Source: an optimization exercise on an open RTL-to-GDS flow (aim: small area, a short achievable clock period and few clock cycles). Production flows keep margins and buffers that such runs may drop. RTL that was checked went through simulation tests only; none was proved equivalent to the original.

## pzip_decompressor
module pzip_decompressor (
    input  wire       clk,
    input  wire       rst,
    input  wire       in_valid,
    output wire       in_ready,
    input  wire [7:0] in_data,
    input  wire       in_last,
    output wire       out_valid,
    input  wire       out_ready,
    output wire [7:0] out_data,
    output reg        done,
    output reg        err
);
clock: 15.0 ns
lec_check: 0
abc_area: 1
cap_margin: 78
core_margin: 2
core_utilization: 40
cts_cluster_diameter: 80
cts_cluster_size: 30
slew_margin: 78
run.sh (not shown) runs the stock make flow with config.mk's settings and CLKGATE_MAP_FILE= SYNTH_SCRIPT=/design/flow/synth_recipe.tcl, a recipe that flattens the netlist after the stock synthesis.
Testbench counts at the start, summed over its fixed seeds: cycles 43,357.
Change:
--- a/flow/config.mk
+++ b/flow/config.mk
@@ -9 +9 @@
-export CAP_MARGIN = 78
+export CAP_MARGIN = 85
@@ -12,3 +12 @@
-export CTS_CLUSTER_DIAMETER = 80
-export CTS_CLUSTER_SIZE = 30
-export SLEW_MARGIN = 78
+export SLEW_MARGIN = 85
Routed wire length climbs by 4.7%.
Synthesized area stays the same.
Worst setup slack got worse by 1500 ps.
Cell count climbs by 3.8%.
Global-route usage climbs by 0.77 points.
Fmax drops by 23%.
Design area climbs by 12%.
Worst hold slack got worse by 7.2 ps.
Change:
--- a/flow/config.mk
+++ b/flow/config.mk
@@ -9 +9 @@
-export CAP_MARGIN = 85
+export CAP_MARGIN = 20
@@ -12 +12 @@
-export SLEW_MARGIN = 85
+export SLEW_MARGIN = 78
After rerunning:
- The new run completed with no timing, DRC or antenna violations
- global-route usage shrinks by 0.59 points
- area after synthesis does not change
- worst hold slack is about the same
- worst setup slack improves by 1500 ps
Change:
--- a/flow/config.mk
+++ b/flow/config.mk
@@ -9 +9 @@
-export CAP_MARGIN = 20
+export CAP_MARGIN = 74
@@ -12 +12,3 @@
-export SLEW_MARGIN = 78
+export CTS_CLUSTER_DIAMETER = 80
+export CTS_CLUSTER_SIZE = 30
+export SLEW_MARGIN = 74
After rerunning:
- The new run finished clean
- wire length went down by about 1.7%
- worst setup slack is worse by 16 ps
- hold slack is better by 8.8 ps
- cell area fell by about 3.3%
- via count stays flat
- utilization is lower by 1.5 points
- sequential share of layout area came out higher by 1.2 points

========
Another version of the RTL of pzip_decompressor (not shown whole).
For scale: ~450 flip-flops, roughly 25 I/O pins, about 28000 um^2 of cells after synthesis.
Settings: LEC_CHECK=0, ABC_AREA=1, CAP_MARGIN=78, CORE_MARGIN=2, CORE_UTILIZATION=40, SLEW_MARGIN=78; clock period 15.0 ns.
Testbench counts at the start, summed over its fixed seeds: cycles 45,549.
Then changed:
--- a/flow/config.mk
+++ b/flow/config.mk
@@ -8,5 +8,5 @@
 export ABC_AREA = 1
-export CAP_MARGIN = 78
+export CAP_MARGIN = 70
 export CORE_MARGIN = 2
 export CORE_UTILIZATION = 40
-export SLEW_MARGIN = 78
+export SLEW_MARGIN = 70
Outcome:
- worst setup slack degrades by 150 ps
- maximum frequency drops by about 3%
- first-iteration DRC count drops by about 2%

========
Setup of old:
pzip_decompressor, a different RTL version from the one above (not shown whole).
Size in the first run: roughly 3,600 cells after synthesis, ~430 flip-flops, ~25 I/O pins, roughly 27,000 µm² of cells after synthesis.
// pzip_decompressor
module pzip_decompressor (
    input  wire       clk,
    input  wire       rst,
    input  wire       in_valid,
    output wire       in_ready,
    input  wire [7:0] in_data,
    input  wire       in_last,
    output wire       out_valid,
    input  wire       out_ready,
    output wire [7:0] out_data,
    output reg        done,
    output reg        err
);
clock: 15.0 ns
lec_check: 0
abc_area: 1
cap_margin: 55
core_margin: 2
core_utilization: 40
slew_margin: 55
Testbench counts of old, summed over its fixed seeds: cycles 45,229.
diff inputs: old => new
# old
export LEC_CHECK = 0
export ABC_AREA = 1
export CAP_MARGIN = 55
export CORE_MARGIN = 2
export CORE_UTILIZATION = 40
export SLEW_MARGIN = 55
create_clock -name core_clock -period 15.0 [get_ports {clk}]
# new
export LEC_CHECK = 0
export ABC_AREA = 1
export CAP_MARGIN = 70
export CORE_MARGIN = 2
export CORE_UTILIZATION = 40
export SLEW_MARGIN = 70
create_clock -name core_clock -period 15.0 [get_ports {clk}]
Notes after the runs:
old reports its critical path capture point as st[10] while new reports st[5]. Between old and new, the core utilization is higher for new. Changes observed in new relative to old: share of synthesized area spent on multiplexers flat, maximum frequency up 0.012 GHz. The number of buffers inserted by hold repair at cts on new is in line with that on old. From old to new the numbers moved as follows: area growth from synthesis to layout rose by 1.5 points; half-perimeter wire length of the detailed placement result rose by about 0.9%.

========
RTL: one of the versions met above, not the one the previous note started from.
For scale: about 3800 cells after synthesis, ~460 flip-flops, about 25 I/O pins, about 28000 sq um of cells after synthesis.
export LEC_CHECK = 0
export ABC_AREA = 1
export CAP_MARGIN = 78
export CORE_MARGIN = 2
export CORE_UTILIZATION = 40
export CTS_CLUSTER_DIAMETER = 100
export CTS_CLUSTER_SIZE = 30
export SLEW_MARGIN = 78
create_clock -name core_clock -period 15.0 [get_ports {clk}]
Testbench counts at the start, summed over its fixed seeds: cycles 43,357.
Rerun with:
- CORE_UTILIZATION: 40 -> 50
- CTS_CLUSTER_DIAMETER: 100 -> 80
Outcome: The new run completed without violations; worst setup slack degrades by 0.087 ns; flip-flop and latch count is unchanged; first-iteration DRC count came out lower by 0.79%; fmax came out lower by 1.8%; hold slack degrades by 0.0050 ns; wire length came out higher by 12%.
Rerun with:
- CORE_UTILIZATION: 50 -> 40
- CTS_CLUSTER_DIAMETER: 80 -> not set
- CTS_CLUSTER_SIZE: 30 -> not set
Count of clock-buffer cells in the layout went up by 29; die area grows by 25%; worst hold slack got worse by 0.0058 ns.

========
## the reference run
pzip_decompressor, a different RTL version from the one above (not shown whole).
Size: ~290 flip-flops, ~21000 sq um of cells after synthesis.
Settings: LEC_CHECK=0, ABC_AREA=1, CAP_MARGIN=20, CORE_MARGIN=2, CORE_UTILIZATION=40, SLEW_MARGIN=20; clock period 15.0 ns.
The final layout from the reference run, which completed every stage, passed the timing, DRC and antenna checks at the end of the flow.
Testbench counts of the reference run, summed over its fixed seeds: cycles 55,722.
Changes in the trial run relative to the reference run:
- clearing ABC_AREA, which used to be 1
Compared with the reference run, the trial run shows post-detailed-route via-to-cell ratio higher by 19%. Looking at fraction of synthesized cell area in xor and xnor cells, the trial run sits 0.21 points higher than the reference run does. Against the reference run, the trial run comes in 0.26 points higher on starting density of the core.

========
## run K
pzip_decompressor, a different RTL version from the one above (not shown whole).
For scale: about 25 I/O pins.
Settings: LEC_CHECK=0, ABC_AREA=1, CAP_MARGIN=20, CORE_MARGIN=2, CORE_UTILIZATION=65, SLEW_MARGIN=20; clock period 15.0 ns.
Both conditions hold for run K: the flow ran to the end and the final layout passed the timing, DRC and antenna checks.
Testbench counts of run K, summed over its fixed seeds: cycles 56,041.
Inputs modified between run K and run D:
Settings: a change of CORE_UTILIZATION from 65 to 40.
### Flow results
Looking at all-layer global routing usage across run K and run D, the one that comes out higher is run K.
The global-route met3 utilization of run D falls short of that of run K by 2.1 points.
[compare] base=run K new=run D: pin count of the biggest net entering global routing went up, die area has increased, final hold slack increased by 0.0060 ns relative to the old numbers, design area now sits higher.
Run D vs. run K: post-synthesis xor/xnor area fraction roughly the same, residual DRC count held, wire length after detailed routing decreased by about 2.2% relative to the old numbers.

========
pzip_decompressor, a different RTL version from the one above (not shown whole).
Size in the first run: about 3,300 cells after synthesis, roughly 25 I/O pins, roughly 23,000 µm² of cells after synthesis.
export LEC_CHECK = 0
export ABC_AREA = 1
export CAP_MARGIN = 20
export CORE_MARGIN = 2
export CORE_UTILIZATION = 40
export SLEW_MARGIN = 20
create_clock -name core_clock -period 15.0 [get_ports {clk}]
Testbench counts at the start, summed over its fixed seeds: cycles 56,041.
Edit:
CAP_MARGIN = 70   (was 20)
SLEW_MARGIN = 70   (was 20)
What happened:
- area after synthesis does not change
- setup slack gains 0.45 ns
- global-route usage grows by 0.20 points
Edit:
CAP_MARGIN = 20   (was 70)
CTS_BUF_LIST = sky130_fd_sc_hd__clkbuf_4 sky130_fd_sc_hd__clkbuf_8   (was unset)
SLEW_MARGIN = 20   (was 70)
Outcome: The new run finished clean. Design area fell by 1.4%. Non-clock buffer count falls by 13. Wire length is higher by 0.54%. Worst setup slack loses 0.50 ns. Clock-buffer cell count went up by 21.

========
== run A ==
Another version of the RTL of pzip_decompressor (not shown whole).
Size in the first run: ~3500 cells after synthesis, ~25 I/O pins, about 27000 sq um of cells after synthesis.
==> flow/config.mk <==
export PLATFORM = sky130hd
export DESIGN_NAME = pzip_decompressor
export DESIGN_NICKNAME = pzip_decompressor
export VERILOG_FILES = /design/flow/design.v
export SDC_FILE = /design/flow/constraint.sdc
export NUM_CORES = 4
export LEC_CHECK = 0
export ABC_AREA = 1
export CAP_MARGIN = 70
export CORE_MARGIN = 2
export CORE_UTILIZATION = 40
export SLEW_MARGIN = 70
==> flow/constraint.sdc <==
create_clock -name core_clock -period 15.0 [get_ports {clk}]
set_input_delay 3.0000 -clock core_clock [delete_from_list [all_inputs] [get_ports {clk}]]
set_output_delay 3.0000 -clock core_clock [all_outputs]
set_load 0.01 [all_outputs]
## Diff of input files: run B against run A
- SLEW_MARGIN: 70 -> 20
- CAP_MARGIN: 70 -> 20
Notes after the runs:
The lower number of clock-tree buffers in the layout of run A and run B is in run B.
Run B vs run A — routed wire length dropped slightly
> inputs changed (run B -> run C)
- a change of CAP_MARGIN from 20 to 85
- a change of SLEW_MARGIN from 20 to 85
[summary]
On detailed-route vias per instance, run B and run C are neck and neck. Of run B and run C, run B shows the lower routed wire length, with run C above it. Side by side, number of non-clock buffers in the layout turned out higher in run C than in run B. Diff run B -> run C: global-route usage climbed 0.70 points. Per the comparison of run C with run B, met2 track demand over resource in global routing +2.2 points; fraction of area in multi-input gates has increased.
No functional check of the RTL was part of any run of this note.

[what the ideal ports hide]
In the flow no input, the clock included, has a driving cell. The finished layouts below were timed again as built, in two steps.
Step 1: set_driving_cell puts a clkbuf_16 on clk and a buf_2 on each other input, an assumption about the parent block.
Step 2 moves the port delays by t, midway between the first and last clock arrival at a register: inputs arrive t later, outputs are due t later. That takes back most of the time a late clock gives input paths.
a / b / c = ideal ports / drivers / drivers and shift; a / b = the first two.
| run | t, ns | setup slack, ns | worst hold slack (ns) | pins driven straight from the clock port |
|---|---|---|---|---|
| the first run of note 1 | 0.651 | 10.157 / 10.093 / 9.740 | 0.421 / 0.421 / 0.421 | 1 |
| the second run of note 1 | 0.667 | 8.693 / 8.693 / 8.693 | 0.414 / 0.414 / 0.414 | 1 |
| the third run of note 1 | 0.665 | 10.143 / 10.081 / 9.758 | 0.413 / 0.413 / 0.413 | 1 |
| the fourth run of note 1 | 0.654 | 10.128 / 10.066 / 9.770 | 0.422 / 0.422 / 0.422 | 1 |
| the first run of note 2 | 0.637 | 10.028 / 9.974 / 9.752 | 0.415 / 0.415 / 0.415 | 1 |
| the second run of note 2 | 0.637 | 9.876 / 9.823 / 9.548 | 0.410 / 0.410 / 0.410 | 1 |
| old | 0.633 | 9.246 / 9.285 / 8.651 | 0.410 / 0.410 / 0.410 | 1 |
| new | 0.643 | 9.613 / 9.653 / 9.010 | 0.390 / 0.390 / 0.390 | 1 |
| the first run of note 4 | 0.639 | 10.152 / 10.089 / 9.755 | 0.416 / 0.416 / 0.416 | 1 |
| the second run of note 4 | 0.659 | 10.065 / 10.006 / 9.656 | 0.411 / 0.411 / 0.411 | 1 |
| the third run of note 4 | 0.654 | 10.150 / 10.090 / 9.750 | 0.405 / 0.405 / 0.405 | 1 |
| the reference run | 0.609 | 6.462 / 6.403 / 7.012 | 0.413 / 0.413 / 0.413 | 1 |
| the trial run | 0.609 | 6.655 / 6.655 / 6.655 | 0.414 / 0.414 / 0.414 | 1 |
| run K | 0.585 | 8.218 / 8.218 / 8.218 | 0.411 / 0.411 / 0.411 | 1 |
| run D | 0.611 | 8.267 / 8.267 / 8.267 | 0.417 / 0.417 / 0.417 | 1 |
| the first run of note 7 | 0.594 | 8.411 / 8.411 / 8.411 | 0.416 / 0.416 / 0.416 | 1 |
| the second run of note 7 | 0.601 | 8.858 / 8.858 / 8.493 | 0.417 / 0.417 / 0.417 | 1 |
| the third run of note 7 | 0.701 | 8.361 / 8.361 / 8.361 | 0.396 / 0.396 / 0.396 | 1 |
| run A | 0.645 | 9.278 / 9.219 / 9.150 | 0.411 / 0.411 / 0.411 | 1 |
| run B | 0.645 | 8.674 / 8.616 / 8.713 | 0.413 / 0.413 / 0.413 | 1 |
| run C | 0.645 | 9.183 / 9.183 / 8.783 | 0.414 / 0.414 / 0.414 | 1 |
After both steps every run listed still meets setup and hold. For new, which loses most, drivers alone change the setup slack by +0.040 ns; drivers and shift together by -0.603 ns.
